From an optimization exercise on the open Yosys and OpenROAD flow, aimed at small area; shortcuts taken in it are not production practice. Function was checked by simulation only, so behaviour that the tests miss may differ from the original. Power figures rest on the tool's default switching activity, not on a simulated workload.

==> flow/design.v <==
module ptz_sync (
    input  wire          clk,
    input  wire          rst,
    input  wire          in_valid,
    input  wire [7:0]    in_byte,
    output reg           evD_valid,
    output reg  [3:0]    evD_kind,
    output wire [7:0]    evD_cam,
    output wire [1:0]    evD_pan,
    output wire [1:0]    evD_tilt,
    output wire [1:0]    evD_zoom,
    output wire [1:0]    evD_iris,
    output wire [1:0]    evD_focus,
    output wire [3:0]    evD_ext_act,
    output wire [55:0]   evD_raw,
    output reg           evP_valid,
    output reg  [3:0]    evP_kind,
    output wire [8:0]    evP_cam,
    output wire [1:0]    evP_pan,
    output wire [1:0]    evP_tilt,
    output wire [1:0]    evP_zoom,
    output wire [1:0]    evP_iris,
    output wire [1:0]    evP_focus,
    output wire [3:0]    evP_ext_act,
    output wire [63:0]   evP_raw,
    output reg           evB_valid,
    output reg  [3:0]    evB_kind,
    output wire [7:0]    evB_len,
    output wire [14:0]   evB_cam,
    output wire [6:0]    evB_op,
    output wire [3:0]    evB_fn,
    output wire [1:0]    evB_pan,
    output wire [3:0]    evB_pan_speed,
    output wire [1:0]    evB_tilt,
    output wire [3:0]    evB_tilt_speed,
    output wire [1:0]    evB_zoom,
    output wire [3:0]    evB_zoom_speed,
    output wire [1:0]    evB_iris,
    output wire [1:0]    evB_focus,
    output wire [1023:0] evB_raw
);
    wire step = in_valid & ~rst;
    function [4:0] ext_lookup;
        input [7:0] cmd1;
        input [7:0] cmd2;
        input [7:0] data1;
        reg hit;
        reg [4:0] x;
        begin
            case (cmd2)
                8'h03, 8'h05, 8'h07, 8'h09, 8'h0B, 8'h1F, 8'h21, 8'h23, 8'h25: hit = 1'b1;
                default: hit = 1'b0;
            endcase
            x = cmd2[5:1];
            ext_lookup[4] = hit && cmd1 == 8'h00 && data1 == 8'h00;
            ext_lookup[3] = x[4] & x[1];
            ext_lookup[2] = x[4] ? ~x[1] : (x[2] & x[0]);
            ext_lookup[1] = x[4] ? ~x[1] : (~x[3] & ((x[1] & x[0]) | (x[2] & ~x[0])));
            ext_lookup[0] = (x[0] ^ ~x[4]) | x[3];
        end
    endfunction
    function [3:0] pelco_kind;
        input       ok;
        input [4:0] ext;
        input       ext_bit;
        begin
            if (!ok)           pelco_kind = 4'd0;
            else if (!ext_bit) pelco_kind = 4'd1;
            else if (ext[4])   pelco_kind = 4'd2;
            else               pelco_kind = 4'd3;
        end
    endfunction
    reg  [63:0] sh;
    reg  [2:0]  cnt_d;       
    reg  [2:0]  cnt_p;       
    reg         ok_d, ok_p;
    wire [7:0] s2 = sh[16 +: 8], s3 = sh[24 +: 8], s4 = sh[32 +: 8];
    wire [7:0] s5 = sh[40 +: 8], s6 = sh[48 +: 8], s7 = sh[56 +: 8];
    wire [7:0] s1 = sh[8 +: 8];
    wire match_d = (cnt_d == 3'd6) && (s2 == 8'hFF);
    wire match_p = (cnt_p == 3'd7) && (s1 == 8'hA0) && (s7 == 8'hAF);
    wire [7:0] sum_d = s3 + s4 + s5 + s6 + s7;
    wire [7:0] x_p = s2 ^ s3 ^ s4 ^ s5 ^ s6 ^ 8'h0F;
    always @(posedge clk) begin
        if (rst) begin
            cnt_d <= 3'd0;
            cnt_p <= 3'd0;
        end else if (step) begin
            cnt_d <= (match_d && sum_d == in_byte) ? 3'd0 : (cnt_d == 3'd6) ? 3'd6 : cnt_d + 3'd1;
            cnt_p <= (match_p && x_p == in_byte) ? 3'd0 : (cnt_p == 3'd7) ? 3'd7 : cnt_p + 3'd1;
        end
    end
    always @(posedge clk) begin
        evD_valid <= step && match_d;
        evP_valid <= step && match_p;
        ok_d      <= (sum_d == in_byte);
        ok_p      <= (x_p == in_byte);
        if (step)
            sh <= {in_byte, sh[63:8]};
    end
    wire [7:0] d_cmd1 = sh[24 +: 8];
    wire [7:0] d_cmd2 = sh[32 +: 8];
    wire [4:0] d_ext  = ext_lookup(sh[24 +: 8], sh[32 +: 8], sh[40 +: 8]);
    always @(*) evD_kind = pelco_kind(ok_d, d_ext, d_cmd2[0]);
    assign evD_raw     = sh[63:8];
    assign evD_cam     = sh[16 +: 8];
    assign evD_pan     = {d_cmd2[2], d_cmd2[1]};
    assign evD_tilt    = {d_cmd2[4], d_cmd2[3]};
    assign evD_zoom    = {d_cmd2[6], d_cmd2[5]};
    assign evD_focus   = {d_cmd1[0], d_cmd2[7]};
    assign evD_iris    = {d_cmd1[2], d_cmd1[1]};
    assign evD_ext_act = d_ext[3:0];
    wire [7:0] p_cmd1 = sh[16 +: 8];
    wire [7:0] p_cmd2 = sh[24 +: 8];
    wire [4:0] p_ext  = ext_lookup(sh[16 +: 8], sh[24 +: 8], sh[32 +: 8]);
    always @(*) evP_kind = pelco_kind(ok_p, p_ext, p_cmd2[0]);
    assign evP_raw     = sh;
    assign evP_cam     = {1'b0, sh[8 +: 8]} + 9'd1;
    assign evP_pan     = {p_cmd2[2], p_cmd2[1]};
    assign evP_tilt    = {p_cmd2[4], p_cmd2[3]};
    assign evP_zoom    = {p_cmd2[6], p_cmd2[5]};
    assign evP_focus   = {p_cmd1[1], p_cmd1[0]};
    assign evP_iris    = {p_cmd1[3], p_cmd1[2]};
    assign evP_ext_act = p_ext[3:0];
    reg [895:0] wb;          
    reg [6:0] g;             
    reg [6:0] sum_b;         
    reg       ok_b;
    wire hdr = in_byte[7];
    wire g0 = (g == 7'd0);
    wire match_b = hdr ? (in_byte[6:0] == 7'd0) : (!g0 && g == wb[0 +: 7]);
    always @(posedge clk) begin
        if (rst)
            g <= 7'd0;
        else if (step) begin
            if (hdr)      g <= 7'd1;
            else if (!g0) g <= g + 7'd1;
        end
    end
    always @(posedge clk) begin
        evB_valid <= step && match_b;
        ok_b      <= !hdr && (sum_b == in_byte[6:0]);
        if (step)
            sum_b <= hdr ? in_byte[6:0] : sum_b + in_byte[6:0];
    end
    integer i;
    always @(posedge clk) begin
        if (step && hdr)
            wb[0 +: 7] <= in_byte[6:0];
        for (i = 1; i < 128; i = i + 1)
            if (step && !hdr && g == i)
                wb[7*i +: 7] <= in_byte[6:0];
    end
    genvar k;
    generate
        for (k = 0; k < 128; k = k + 1) begin : g_raw
            assign evB_raw[8*k +: 8] = {(k == 0) ? 1'b1 : 1'b0, wb[7*k +: 7]};
        end
    endgenerate
    wire [6:0] len_b = wb[0 +: 7];
    wire [6:0] op_b  = wb[21 +: 7];
    wire [3:0] fn_b  = wb[28 +: 4];
    always @(*) begin
        if (!ok_b)
            evB_kind = 4'd0;
        else if (len_b < 7'd4)
            evB_kind = 4'd9;
        else if (op_b == 7'h05 && len_b >= 7'd7)
            evB_kind = 4'd4;
        else if (op_b == 7'h07 && len_b >= 7'd5) begin
            case (fn_b)
                4'd1, 4'd2, 4'd4, 4'd5, 4'd8, 4'd9, 4'd10: evB_kind = 4'd5;
                default:                                   evB_kind = 4'd6;
            endcase
        end else if (op_b >= 7'h01 && op_b <= 7'h0D)
            evB_kind = 4'd7;
        else
            evB_kind = 4'd8;
    end
    wire [6:0] b_d1 = wb[28 +: 7];
    wire [6:0] b_d2 = wb[35 +: 7];
    wire [6:0] b_d3 = wb[42 +: 7];
    assign evB_len        = {g0, g};
    assign evB_cam        = {wb[7 +: 7], wb[14 +: 7]} + 15'd1;
    assign evB_op         = op_b;
    assign evB_fn         = fn_b;
    assign evB_pan        = {b_d1[5], b_d1[4]};
    assign evB_pan_speed  = b_d1[3:0];
    assign evB_tilt       = {b_d2[5], b_d2[4]};
    assign evB_tilt_speed = b_d2[3:0];
    assign evB_zoom       = {b_d3[5], b_d3[4]};
    assign evB_zoom_speed = {1'b0, b_d3[2:0]};
    assign evB_iris       = {b_d2[6], b_d1[6]};
    assign evB_focus      = {b_d3[3], b_d3[6]};
endmodule
clock: 150.0 ns
lec_check: 0
cap_margin: 20
core_area: 3 3 557 127
die_area: 0 0 560 130
place_density: 0.7
slew_margin: 20
standard.sh (not shown) runs the stock make flow with config.mk's settings and CLKGATE_MAP_FILE= SYNTH_SCRIPT=/design/flow/synth_recipe.tcl, a recipe that flattens the netlist after the stock synthesis.
==> flow/flow/run.sh <==
#!/bin/bash
# Standard ORFS layout (the standard.sh: unchanged synthesis, floorplan,
# power grid, placement, routing) with these settings changed:
#  - the port buffers use the smallest buffer cell (every input and output
#    port still gets its own buffer);
#  - clock tree synthesis: no dummy loads, clkbuf_8 buffers, larger sink clusters;
#  - the synthesis tie cells are kept shared instead of one per load.
set -euo pipefail
bash standard.sh \
  'BUFFER_PORTS_ARGS=-buffer_cell sky130_fd_sc_hd__buf_1' \
  'CTS_ARGS=-sink_clustering_enable -repair_clock_nets -dont_use_dummy_load -buf_list sky130_fd_sc_hd__clkbuf_8 -sink_clustering_size 16 -sink_clustering_max_diameter 45' \
  SKIP_REPAIR_TIE_FANOUT=1 finish > standard_flow.log 2>&1
Then changed:
==> flow/flow/run.sh (replaced) <==
#!/bin/bash
# Standard ORFS layout (the standard.sh, unchanged synthesis, floorplan,
# power grid, placement, routing). Two settings differ from the defaults:
#  - the port buffers use the smallest buffer cell (every input and output
#    port still gets its own buffer);
#  - clock tree synthesis inserts no dummy loads.
set -euo pipefail
bash standard.sh \
  'BUFFER_PORTS_ARGS=-buffer_cell sky130_fd_sc_hd__buf_1' \
  'CTS_ARGS=-sink_clustering_enable -repair_clock_nets -dont_use_dummy_load -buf_list sky130_fd_sc_hd__clkbuf_8' \
  finish > standard_flow.log 2>&1
Outcome: The new run finished clean; synthesized area stays the same; final area rose by 2.5%; setup slack gains 0.046 ns; routed wire length rose by 2.1%; via count rose by 2.7%; combinational power rose by about 2%; final cell count rose by 4.5%.
Then changed:
==> flow/flow/run.sh (replaced) <==
#!/bin/bash
# Standard ORFS layout (the standard.sh: unchanged synthesis, floorplan,
# power grid, placement, routing) with these settings changed:
#  - the port buffers use the smallest buffer cell (every input and output
#    port still gets its own buffer);
#  - clock tree synthesis: no dummy loads, clkbuf_8 buffers, larger sink clusters;
#  - the synthesis tie cells are kept shared instead of one per load.
set -euo pipefail
bash standard.sh \
  'BUFFER_PORTS_ARGS=-buffer_cell sky130_fd_sc_hd__buf_1' \
  'CTS_ARGS=-sink_clustering_enable -repair_clock_nets -dont_use_dummy_load -buf_list sky130_fd_sc_hd__clkbuf_8 -sink_clustering_size 18 -sink_clustering_max_diameter 50' \
  SKIP_REPAIR_TIE_FANOUT=1 finish > standard_flow.log 2>&1
The new run completed without violations.
Global-route usage goes down by 0.77 points.
Clock skew goes up by 0.0084 ns.
Cell count goes down by 4.6%.
Routed wire length goes down by 2.5%.
Synthesized area does not change.
Utilization goes down by 1.7 points.

==> separate check: timing with driven ports <==
The results above use ideal ports. As a check the final layouts listed here were re-extracted and re-timed, cells and wires unchanged. Step 1, drivers: a clkbuf_16 drives clk and a buf_2 each remaining input, both assumed. Step 2, shift: input delay + t, output delay - t, t = (earliest + latest rising clock arrival at the registers) / 2. This alone moves slack from input paths to output paths. a / b / c = ideal / step 1 / step 2; a / b = the first two.
| run | t (ns) | setup slack, ns | hold slack, ns | clock arrival spread, ns |
|---|---|---|---|---|
| the first run | 0.765 | 117.242 / 117.254 / 116.502 | 0.478 / 0.478 / 0.478 | 0.063 / 0.062 |
| the second run | 0.785 | 117.288 / 117.216 / 116.892 | 0.471 / 0.471 / 0.471 | 0.058 / 0.058 |
| the third run | 0.756 | 117.270 / 117.273 / 116.535 | 0.479 / 0.479 / 0.479 | 0.067 / 0.066 |
After both steps every run listed still meets setup and hold. For the first run, which loses most, drivers alone change the setup slack by +0.012 ns; drivers and shift together by -0.740 ns.
